This is an optimization exercise on Yosys and OpenROAD, whose aim is small area, not a production implementation.
Function was checked by simulation only, so behaviour that the tests miss may differ from the original.

// sq_serial_parser
module sq_serial_parser (
    input  wire         clk,
    input  wire         rst,
    input  wire         in_valid,
    input  wire [7:0]   in_byte,
    input  wire         role_tx,
    input  wire         store_wr_ok,
    input  wire         store_rd_ok,
    input  wire [15:0]  store_rd_value,
    output reg          echo_valid,
    output reg  [7:0]   echo_byte,
    output reg  [4:0]   fired,
    output wire         store_wr,
    output reg  [9:0]   store_wr_value,
    output wire         store_rd,
    output wire         report_valid,
    output wire [15:0]  report_value,
    output wire         diag_valid,
    output wire [1:0]   diag_info,
    output reg  [15:0]  node_id,
    output reg  [9:0]   tid,
    output reg          tx_armed,
    output reg  [511:0] tx_bitmap
);
Size: ~2,200 cells after synthesis, ~620 I/O pins, roughly 0.038 mm2 of cells after synthesis.
==> flow/config.mk <==
export PLATFORM = sky130hd
export DESIGN_NAME = sq_serial_parser
export DESIGN_NICKNAME = sq_serial_parser
export VERILOG_FILES = /design/flow/design.v
export SDC_FILE = /design/flow/constraint.sdc
export NUM_CORES = 4
export LEC_CHECK = 0
export CAP_MARGIN = 20
export CORE_MARGIN = 2
export CORE_UTILIZATION = 40
export PLACE_DENSITY = 0.6
export SLEW_MARGIN = 20
==> flow/constraint.sdc <==
create_clock -name core_clock -period 5.0 [get_ports {clk}]
set_input_delay 1.0000 -clock core_clock [delete_from_list [all_inputs] [get_ports {clk}]]
set_output_delay 1.0000 -clock core_clock [all_outputs]
set_load 0.01 [all_outputs]
standard.sh (not shown) runs the stock make flow with config.mk's settings and CLKGATE_MAP_FILE= SYNTH_SCRIPT=/design/flow/synth_recipe.tcl, a recipe that flattens the netlist after the stock synthesis.
==> flow/flow/run.sh <==
#!/bin/bash
set -euo pipefail
ARGS=(
  "REMOVE_ABC_BUFFERS=1"
  "BUFFER_PORTS_ARGS=-buffer_cell sky130_fd_sc_hd__buf_1"
  "CTS_ARGS=-sink_clustering_enable -repair_clock_nets -buf_list sky130_fd_sc_hd__clkbuf_16 -sink_clustering_size 30 -sink_clustering_max_diameter 100 -dont_use_dummy_load"
)
RES=orfs/results/sky130hd/sq_serial_parser/base
bash standard.sh "${ARGS[@]}" synth > flow_synth.log 2>&1
python3 flow/downsize.py $RES/1_2_yosys.v \
  "$FLOW_HOME/platforms/sky130hd/lib/sky130_fd_sc_hd__tt_025C_1v80.lib" > flow_downsize.log 2>&1
touch $RES/1_2_yosys.v
bash standard.sh "${ARGS[@]}" finish > flow_make.log 2>&1
==> flow/flow/downsize.py <==
#!/usr/bin/env python3
"""Downsize the logic gates of a synthesised netlist in place.

Every combinational gate that the synthesis mapped to a stronger drive
(sky130_fd_sc_hd__<gate>_2/_4/...) is swapped for the weakest drive of the
same gate (same function, same pins). Buffers, inverters and sequential
cells are left alone. The layout's repair steps size up again where the
slew, capacitance or timing limits need it.

usage: downsize.py NETLIST LIBERTY
"""
import re
import sys

netlist, liberty = sys.argv[1], sys.argv[2]

cells = set()
for line in open(liberty):
    m = re.match(r'\s*cell\s*\(\s*"?(sky130_fd_sc_hd__\w+?)"?\s*\)', line)
    if m:
        cells.add(m.group(1))

keep = re.compile(r'sky130_fd_sc_hd__(buf|clkbuf|inv|clkinv|bufinv|dfxtp|edfxtp|dfxbp|'
                  r'dfrtp|dfstp|sdf|dl|conb|fa|ha|maj3|xor|xnor|mux)')

text = open(netlist).read()
counts = {}


def swap(m):
    name, base, size = m.group(0), m.group(1), m.group(2)
    if keep.match(name) or size in ('0', '1'):
        return name
    for small in ('1', '0'):
        cand = f'{base}_{small}'
        if cand in cells:
            counts[name] = counts.get(name, 0) + 1
            return cand
    return name


text = re.sub(r'\b(sky130_fd_sc_hd__[a-z0-9]+)_(\d+)\b(?=\s+[\\\w])', swap, text)
open(netlist, 'w').write(text)
for k, v in sorted(counts.items()):
    print(f'{v:5d} {k}')
==> next run, changes <==
==> flow/flow/run.sh (replaced) <==
#!/bin/bash
set -euo pipefail
bash standard.sh \
  "BUFFER_PORTS_ARGS=-buffer_cell sky130_fd_sc_hd__buf_1" \
  "CTS_ARGS=-sink_clustering_enable -repair_clock_nets -buf_list sky130_fd_sc_hd__clkbuf_16 -sink_clustering_size 24 -sink_clustering_max_diameter 60 -dont_use_dummy_load" \
  finish > flow_make.log 2>&1
removed: flow/flow/downsize.py
Outcome: The changed run completed without violations; final cell count came out higher by 0.96%; hold slack gets better by 29 ps; core utilization came out higher by 0.81 points.

-- separate check: timing with driven ports --
No port has a modelled driver above. Below, the same layouts with a new extraction and two added sets of constraints.
Step 1: set_driving_cell puts a clkbuf_16 on clk and a buf_2 on each other input, an assumption about the parent block.
Step 2 adds t to the input delays and takes it off the output delays; t is the mean of the earliest and latest rising clock arrival at the registers after step 1. Input paths then give back, and output paths get back, about the clock's delay inside the block.
a / b / c = ideal ports / drivers / drivers and shift; a / b = the first two.
run	t (ns)	setup WS [ns]	worst setup path after step 2	clock arrival spread, ns
the first run	0.689	1.500 / 1.500 / 0.994	input to register	0.089 / 0.088
the second run	0.699	1.459 / 1.459 / 1.186	input to register	0.080 / 0.080
After both steps every run listed still meets setup and hold. The setup slack of the first run, which loses most, moves by 0.000 ns with the drivers and by -0.506 ns with both steps.
